This is an optimization exercise on Yosys and OpenROAD, whose aim is small area, a short achievable clock period and few clock cycles, not a production implementation. Only simulation tests tie the RTL to the original design; equivalence was not proved. Power is estimated from default activity; no workload was simulated.

[flow/constraint.sdc]
create_clock -name core_clock -period 10.0 [get_ports {clk}]
set_input_delay 2.0000 -clock core_clock [delete_from_list [all_inputs] [get_ports {clk}]]
set_output_delay 2.0000 -clock core_clock [all_outputs]
set_load 0.01 [all_outputs]
[flow/run.sh]
#!/bin/bash
# synth_recipe.tcl (not shown) runs the flow's synth.tcl, then flattens the netlist and writes it again
# the make line also repeats each setting of config.mk as NAME=value (left out here)
make -C /OpenROAD-flow-scripts/flow DESIGN_CONFIG=/design/flow/config.mk WORK_HOME=/design/flow/orfs CLKGATE_MAP_FILE= SYNTH_SCRIPT=/design/flow/synth_recipe.tcl finish
[flow/config.mk]
export PLATFORM = sky130hd
export DESIGN_NAME = vmstack_core
export DESIGN_NICKNAME = vmstack_core
export VERILOG_FILES = /design/flow/design.v
export SDC_FILE = /design/flow/constraint.sdc
export NUM_CORES = 4
export LEC_CHECK = 0
export CAP_MARGIN = 20
export CORE_MARGIN = 2
export CORE_UTILIZATION = 40
export SLEW_MARGIN = 20
[flow/design.v]
module vmstack_core (
    input  wire        clk,
    input  wire        rst,           
    input  wire        start,         
    input  wire [8:0]  img_len,       
    output wire        mem_req,
    output wire        mem_we,
    output wire [7:0]  mem_addr,
    output wire [31:0] mem_wdata,
    input  wire        mem_ack,
    input  wire [31:0] mem_rdata,
    output wire [1:0]  run,
    output wire [2:0]  fcause,
    output wire [8:0]  pc,
    output wire [8:0]  sp,
    output wire [31:0] result,
    output wire        result_valid,
    output reg         trace_valid,
    output reg  [8:0]  trace_pc,
    output reg  [2:0]  trace_op,
    output wire [31:0] trace_tos,
    output wire        trace_tos_valid
);
    localparam [8:0] ORIGIN = 9'd100;
    localparam [1:0] RUNNING = 2'd0, HALTED = 2'd1, FAULTED = 2'd2, NORUN = 2'd3;
    localparam [2:0] F_ILLEGAL   = 3'd1, F_UNDERFLOW = 3'd2, F_OVERFLOW = 3'd3,
                     F_DIVZERO   = 3'd4, F_RESERVED  = 3'd5, F_PCRANGE  = 3'd6;
    localparam [2:0] K_HALT = 3'd0, K_ADD = 3'd1, K_SUB = 3'd2, K_MUL = 3'd3,
                     K_DIV  = 3'd4, K_PUSH = 3'd5, K_ILL = 3'd6, K_RES = 3'd7;
    localparam [2:0] X_EX = 3'd0, X_MUL = 3'd1, X_DIV = 3'd2, X_DNEG = 3'd3, X_DFIX = 3'd4;
    reg [1:0]  run_r;
    reg [2:0]  fc_r;
    reg [8:0]  fpc;         
    reg [8:0]  lim;
    reg        more;        
    reg [6:0]  sp_r;
    reg [29:0] ir;          
    reg [2:0]  kind;        
    reg        irv;
    reg [31:0] T, N, A;
    reg        nv, nd;
    reg [2:0]  xs;
    reg [5:0]  cnt;
    reg        qneg;
    wire running = (run_r == RUNNING);
    assign run          = run_r;
    assign fcause       = fc_r;
    assign pc           = fpc;
    assign sp           = {2'b00, sp_r};
    assign result       = T;
    wire   sp_empty     = (sp_r == 7'd100);
    assign result_valid = (run_r == HALTED) && !sp_empty;
    assign trace_tos    = T;
    assign trace_tos_valid = !sp_empty;
    wire [1:0] rtag = mem_rdata[31:30];
    wire       rlow = (mem_rdata[29:3] == 27'd0);
    reg  [2:0] rkind;
    always @(*) begin
        case (rtag)
            2'b00: rkind = K_PUSH;
            2'b01: rkind = (rlow && mem_rdata[2:0] <= 3'd4) ? mem_rdata[2:0] : K_ILL;
            2'b10: rkind = K_RES;
            default: rkind = K_ILL;
        endcase
    end
    wire ex      = running && (xs == X_EX);
    wire k_push  = (kind == K_PUSH);
    wire k_bin   = (kind == K_ADD) || (kind == K_SUB) || (kind == K_MUL) || (kind == K_DIV);
    wire need_spill = ex && irv && k_push && nv && nd;
    wire need_fill  = ex && irv && k_bin && !nv;
    wire ex_go   = ex && irv && !(k_push && nv && nd) && !(k_bin && !nv);
    wire do_fetch = running && more && (!irv || ex_go);
    assign mem_req   = need_spill || need_fill || do_fetch;
    assign mem_we    = need_spill;
    assign mem_addr  = (need_spill || need_fill) ? {1'b0, sp_r} : fpc[7:0];
    assign mem_wdata = N;
    wire        t_zero  = (T == 32'd0);
    wire [31:0] rem_sh  = {A[30:0], T[31]};
    reg  [1:0]  xsel;      
    reg         ysT, ysN, inv, zen;
    always @(*) begin
        xsel = 2'd0; ysT = 1'b0; ysN = 1'b0; inv = 1'b0; zen = 1'b0;
        case (xs)
            X_EX: begin
                if (kind == K_ADD)      begin xsel = 2'd0; ysT = 1'b1; end
                else if (kind == K_SUB) begin xsel = 2'd0; ysT = 1'b1; inv = 1'b1; end
                else if (kind == K_MUL) begin xsel = 2'd3; ysN = 1'b1; end
                else                    begin xsel = 2'd3; ysN = 1'b1; inv = N[31]; end
            end
            X_MUL:  begin xsel = 2'd1; ysN = T[0]; zen = T[1]; end
            X_DNEG: begin xsel = 2'd3; ysN = 1'b1; inv = 1'b1; end
            X_DIV:  begin xsel = 2'd2; ysN = 1'b1; inv = 1'b1; end
            default: begin xsel = 2'd3; ysT = 1'b1; inv = 1'b1; end  
        endcase
    end
    reg [31:0] X;
    always @(*) begin
        case (xsel)
            2'd0: X = N;
            2'd1: X = A;
            2'd2: X = rem_sh;
            default: X = 32'd0;
        endcase
    end
    wire [31:0] Y  = ({32{ysT}} & T) | ({32{ysN}} & N);
    wire [31:0] Yi = Y ^ {32{inv}};
    wire [31:0] Z  = {32{zen}} & {N[30:0], 1'b0};
    wire [32:0] S  = {1'b0, X} + {1'b0, Yi} + {1'b0, Z} + {32'd0, inv};
    wire        fits = S[32];
    wire [7:0] gT, gN;
    genvar g;
    generate for (g = 0; g < 8; g = g + 1) begin : grp
        assign gT[g] = |T[4*g+3:4*g];
        assign gN[g] = |N[4*g+3:4*g];
    end endgenerate
    wire mul_swap = (gN < gT);
    wire mul_last = (T[31:2] == 30'd0);
    wire div_skip = (cnt <= 6'd24) && (A[31:24] == 8'd0) && ({A[23:0], T[31:24]} < N);
    wire div_last = div_skip ? (cnt == 6'd24) : (cnt == 6'd31);
    wire [8:0] fpc_inc = fpc + 9'd1;
    wire [8:0] fpc_dec = fpc - 9'd1;
    always @(posedge clk) begin
        if (rst) begin
            run_r       <= NORUN;
            trace_valid <= 1'b0;
        end else begin
            trace_valid <= 1'b0;
            if (!running) begin
                if (start) begin
                    if (img_len > 9'd156) begin
                        run_r <= NORUN;
                    end else begin
                        run_r <= RUNNING;
                        fc_r  <= 3'd0;
                        fpc   <= ORIGIN;
                        lim   <= ORIGIN + img_len;
                        more  <= (img_len != 9'd0);
                        sp_r  <= 7'd100;
                        irv   <= 1'b0;
                        nv    <= 1'b0;
                        nd    <= 1'b0;
                        xs    <= X_EX;
                    end
                end
            end else begin
                if (do_fetch) begin
                    ir   <= mem_rdata[29:0];
                    kind <= rkind;
                    irv  <= mem_ack;
                    if (mem_ack) begin
                        fpc  <= fpc_inc;
                        more <= (fpc_inc != lim);
                    end
                end else if (ex_go) begin
                    irv <= 1'b0;
                end
                if (need_spill && mem_ack) nd <= 1'b0;
                if (need_fill) begin
                    N  <= mem_rdata;
                    nv <= mem_ack;
                    nd <= 1'b0;
                end
                case (xs)
                    X_EX: begin
                        if (!irv) begin
                            if (!more) begin
                                run_r <= FAULTED;
                                fc_r  <= F_PCRANGE;
                            end
                        end else if (ex_go) begin
                            case (kind)
                                K_ILL: begin
                                    run_r <= FAULTED; fc_r <= F_ILLEGAL; fpc <= fpc_dec;
                                end
                                K_RES: begin
                                    run_r <= FAULTED; fc_r <= F_RESERVED; fpc <= fpc_dec;
                                end
                                K_PUSH: begin
                                    if (sp_r == 7'd0) begin
                                        run_r <= FAULTED; fc_r <= F_OVERFLOW; fpc <= fpc_dec;
                                    end else begin
                                        T    <= {2'b00, ir};
                                        N    <= T;
                                        nv   <= !sp_empty;
                                        nd   <= 1'b1;
                                        sp_r <= sp_r - 7'd1;
                                        trace_valid <= 1'b1;
                                        trace_pc    <= fpc_dec;
                                        trace_op    <= K_PUSH;
                                    end
                                end
                                K_HALT: begin
                                    run_r <= HALTED;
                                    fpc   <= fpc;
                                    trace_valid <= 1'b1;
                                    trace_pc    <= fpc_dec;
                                    trace_op    <= K_HALT;
                                end
                                default: begin  
                                    if (sp_r > 7'd98) begin
                                        run_r <= FAULTED; fc_r <= F_UNDERFLOW; fpc <= fpc_dec;
                                    end else if (kind == K_DIV && t_zero) begin
                                        run_r <= FAULTED; fc_r <= F_DIVZERO; fpc <= fpc_dec;
                                    end else begin
                                        trace_pc <= fpc_dec;
                                        trace_op <= kind;
                                        case (kind)
                                            K_ADD, K_SUB: begin
                                                T    <= S[31:0];
                                                nv   <= 1'b0;
                                                sp_r <= sp_r + 7'd1;
                                                trace_valid <= 1'b1;
                                            end
                                            K_MUL: begin
                                                if (mul_swap) begin
                                                    T <= S[31:0];
                                                    N <= T;
                                                end
                                                A  <= 32'd0;
                                                xs <= X_MUL;
                                            end
                                            default: begin  
                                                T    <= S[31:0];      
                                                N    <= T;
                                                qneg <= N[31] ^ T[31];
                                                A    <= 32'd0;
                                                cnt  <= 6'd0;
                                                xs   <= T[31] ? X_DNEG : X_DIV;
                                            end
                                        endcase
                                    end
                                end
                            endcase
                        end
                    end
                    X_MUL: begin
                        A <= S[31:0];
                        N <= {N[29:0], 2'b00};
                        if (mul_last) begin
                            T    <= S[31:0];
                            nv   <= 1'b0;
                            sp_r <= sp_r + 7'd1;
                            trace_valid <= 1'b1;
                            xs   <= X_EX;
                        end else begin
                            T <= {2'b00, T[31:2]};
                        end
                    end
                    X_DNEG: begin
                        N  <= S[31:0];
                        xs <= X_DIV;
                    end
                    X_DIV: begin
                        if (div_skip) begin
                            A   <= {A[23:0], T[31:24]};
                            T   <= {T[23:0], 8'd0};
                            cnt <= cnt + 6'd8;
                        end else begin
                            A   <= fits ? S[31:0] : rem_sh;
                            T   <= {T[30:0], fits};
                            cnt <= cnt + 6'd1;
                        end
                        if (div_last) begin
                            if (qneg) begin
                                xs <= X_DFIX;
                            end else begin
                                nv   <= 1'b0;
                                sp_r <= sp_r + 7'd1;
                                trace_valid <= 1'b1;
                                xs   <= X_EX;
                            end
                        end
                    end
                    default: begin  
                        T    <= S[31:0];
                        nv   <= 1'b0;
                        sp_r <= sp_r + 7'd1;
                        trace_valid <= 1'b1;
                        xs   <= X_EX;
                    end
                endcase
            end
        end
    end
endmodule
==> results.txt <==
## per-layer routing
metal  vias up  routed length [µm]
met2      1180               29200
met3       200                8320
met4         0                3420
met1      7827               27100
li1       6902                   -
met5         -                   0
## cells by family after synthesis
| kind of cell | Yosys count | synth area share |
|---|---|---|
| buffers and inverters | 259 | 0.0707 |
| flip-flops | 186 | 0.346 |
| other | 1 | 0.000233 |
| XOR/XNOR | 101 | 0.0550 |
| AO/OA/AOI/OAI | 587 | 0.249 |
| multiplexers | 60 | 0.0383 |
| adder cells (fa/ha/maj) | 113 | 0.103 |
| AND/OR/NAND/NOR | 481 | 0.138 |
## power breakdown
group	internal, mW	switching (mW)	total [mW]
Combinational	0.0989	0.167	0.266
Clock	0.389	0.382	0.771
Sequential	0.860	0.0120	0.872
Total	1.35	0.561	1.91
## cell type report
cell class / count / area [µm²]
inverters: 119 / 447
fillers: 3805 / 20800
repair buffers: 221 / 2120
well taps: 525 / 657
multi-input cells: 1344 / 9490
clock inverters: 15 / 218
flip-flops and latches: 186 / 5560
clock buffers: 17 / 425
## how the worst max path moves through the flow
stage	startpoint	to	slack, ns	depth (start not counted)
global placement	xs[2]	T[29]	3.95	18
floorplan	kind[1]	N[19]	4.78	17
finish	xs[2]	A[29]	3.57	18
CTS	xs[2]	A[29]	3.69	18
global route	xs[2]	A[29]	3.35	18
detailed placement	xs[2]	A[29]	3.73	18
## flip-flops by register name (all words and copies together) (netlist names), 2 cells and up
| register | cells |
|---|---|
| cnt | 6 |
| fc_r | 3 |
| fpc | 9 |
| trace_pc | 9 |
| ir | 30 |
| trace_op | 3 |
| lim | 9 |
| run_r | 2 |
| N | 32 |
| A | 32 |
| xs | 3 |
| sp_r | 7 |
| T | 32 |
| kind | 3 |
## cells in the mapped netlist, drive strengths merged, types with 10 or more instances
cell type,count
a211oi,12
a21o,21
a21oi,117
a221o,10
a221oi,17
a222oi,63
a22oi,47
a31oi,16
and2,13
and3,15
buf,63
clkbuf,77
edfxtp,183
fa,32
ha,80
inv,118
mux2,12
mux2i,48
nand2,200
nand3,38
nand4,19
nor2,119
nor3,22
nor4,21
o211ai,11
o21a,11
o21ai,165
o22ai,17
xnor2,45
xor2,56
## stage by stage
stage / hold slack, ns / instance area [µm²] / power [mW] / setup WS (ns)
5_1_grt: 0.607 / 18900 / 1.96 / 3.35
4_1_cts: 0.568 / 18900 / 1.90 / 3.69
3_3_place_gp: 0.544 / 18200 / 1.14 / 3.95
3_5_place_dp: 0.550 / 18300 / 1.15 / 3.73
2_1_floorplan: 0.529 / 16100 / 1.04 / 4.78
6_report: 0.564 / 18900 / 1.91 / 3.57
## worst max-delay path, delay by kind of cell (launching register included)
family / cells / cell delay, ns
compound gates: 10 / 2.82
xor+xnor: 1 / 0.22
fa+ha+maj: 3 / 1.12
buf+inv: 1 / 0.39
flops: 1 / 0.74
simple gates: 3 / 0.81
==> results.txt <==
- P_leak: between 6 and 7 nW
- Post-synthesis register bit count: about 190
- Via density: roughly 6.6
- GR Util met1: 0.442
- Largest cells by area after synthesis: edfxtp_1 (34%), ha_1 (6.2%), o21ai_0 (4.8%), nand2_1 (4.7%), fa_1 (4.0%)
- Req. time, crit path: just over 10 ns
- Final Setup Violations: 0
- Chip width: around 200 µm
- Top-area cell type share of the netlist area: 0.342
- CTS tree: built
- Hold Crit Start: ir[21]
- Part of the cycle the worst path needs: 0.643
- Drt first pass iters: 8
- Count of cell types in the netlist: 86
- WP data arrival: between 6 and 7 ns
- Placer Congestion: 0.955
- Layout cells sized above 1: 0.0657
- Worst reg2reg startpoint: xs[2]
- Headroom to the max-slew limit: 0.197
- Clock root buffer: clkbuf_16
- Worst reg2reg setup slack: 3.57 ns
- Setup TNS: 0 ns
- Yosys top cell by area: edfxtp_1
- Most frequent cells in the layout: nand2_1 (200), clkdlybuf4s50_1 (186), edfxtp_1 (183), o21ai_0 (154), inv_1 (117)
- Hold_buf cts: 0
- Layout Cells excl Fill: between 2000 and 2500
- Nets: ~2000
- Register area share after synthesis: 0.346
- R2R depth: 18
- Core Region: slightly below 40000 µm²
- Cells after Synth: around 1800
- CP startpoint kind: flip-flop
- Die area: between 40000 and 50000 µm²
- EDFF count, synth: 183
- Total congestion overflow: 0
- Global routing's busiest layer: met2
- Crit-path max cell delay: between 0.7 and 0.8 ns
- GR Layer Usage met2: 0.475
- Hpwl dp: around 48 mm
- CTS resizes: 0
- Fmax: ~160 MHz
- Final Util: 0.476
- First-pass GRT wire length: 99.6 mm
- DRT iter0 DRCs: 2422
- Dpl cells: 2394
- Area growth from synthesis to layout: 17.6%
- Skew-Pair Late Insertion Delay: approximately 0.48 ns
- Synth Flop Type: edfxtp_1
- Final Critical Period: around 6.4 ns
- Max VDD drop: between 100 and 150 µV
- Worst path most repeated cell: fa_1
- Critical R2R Capture: A[29]
- Worst Hold Path Cells: 2
- Drt wl/cell: between 20 and 30 µm
- Clk buf depth: 2
- Crit Path Max Fanout: 32
- Vias in the first global route: approximately 15000
- CTS Sinks: ~190
- Unrepaired setup endpoints after global routing: false
- Max-cap viol count: 0
- Num CTS Buffers: 17
- HP Class: flip-flop to flip-flop
- H-tree levels: 4
- DRC: 0
- Yosys warnings: 1
- Total routed wirelength: slightly below 70 mm
- Status: timing/DRC/antenna clean
- Clock skew: 0.0206 ns
- Met3 Usage GRT: 0.0776
- Slowest library cell on the worst path: edfxtp_1
- Crit Path Class: flip-flop to flip-flop
- Starting Density: 0.405
- Vias: 16100
- Worst-Margin Slew: roughly 1.2 ns
- Endpoint with the worst hold slack: T[21]
- Largest net degree at the start of global routing: 66
- CP Cell Sequence: nor2_1 -> nand2_1 -> o21ai_2 -> buf_4 -> a22oi_1 -> xnor2_1 -> fa_1 -> ha_1 -> fa_1 -> a211oi_1 -> o21bai_1 -> a2111o_1 -> a22oi_2 -> a21boi_2 -> o41ai_4 -> nor3b_1 -> a311oi_1 -> o22ai_1
- Diode count: 0
- Commonest non-fill, non-tap cell in the layout: nand2_1
- Initial antenna violation count: 2
- Share of synthesized registers carrying an async set or reset: 0
- Final slew viol count: 0
- Final Hold Fails: 0
- Power per cell area: 101 nW/µm²
- Num ports: between 150 and 200
- Reg clk slew, reported paths: around 0.090 ns
- Die Span Y: slightly above 200 µm
- # Post-CTS Setup Buffers: 0
- GRT Util Overall: 0.321
- FP Rows: 73
- Syn Area/Cell: about 9 µm²
- CP endpoint kind: flip-flop
- Antenna Nets Post-Route: 0
- I/O Buffers: ~190
- Synth Cell Area: 16100 µm²
Testbench counts, summed over its fixed seeds: cycles 56,919.

==> port drivers added, routing unchanged <==
Ports are ideal in the flow. The routed layout listed here was re-timed in OpenROAD. Step 1 sets driving cells, clkbuf_16 on the clock port and buf_2 on the other inputs (assumed; they add their load-dependent delay and slew). Step 2, shift: input delay + t, output delay - t, t = (earliest + latest rising clock arrival at the registers) / 2. This alone moves slack from input paths to output paths. Three values: ideal ports, drivers, drivers and shift; two values: the first two.
t, ns: 0.522
setup slack, ns: 3.565 / 3.565 / 3.565
hold WS [ns]: 0.564 / 0.564 / 0.564
After both steps setup and hold are still met in this run. The setup slack of this run moves by 0.000 ns with the drivers and by 0.000 ns with both steps.
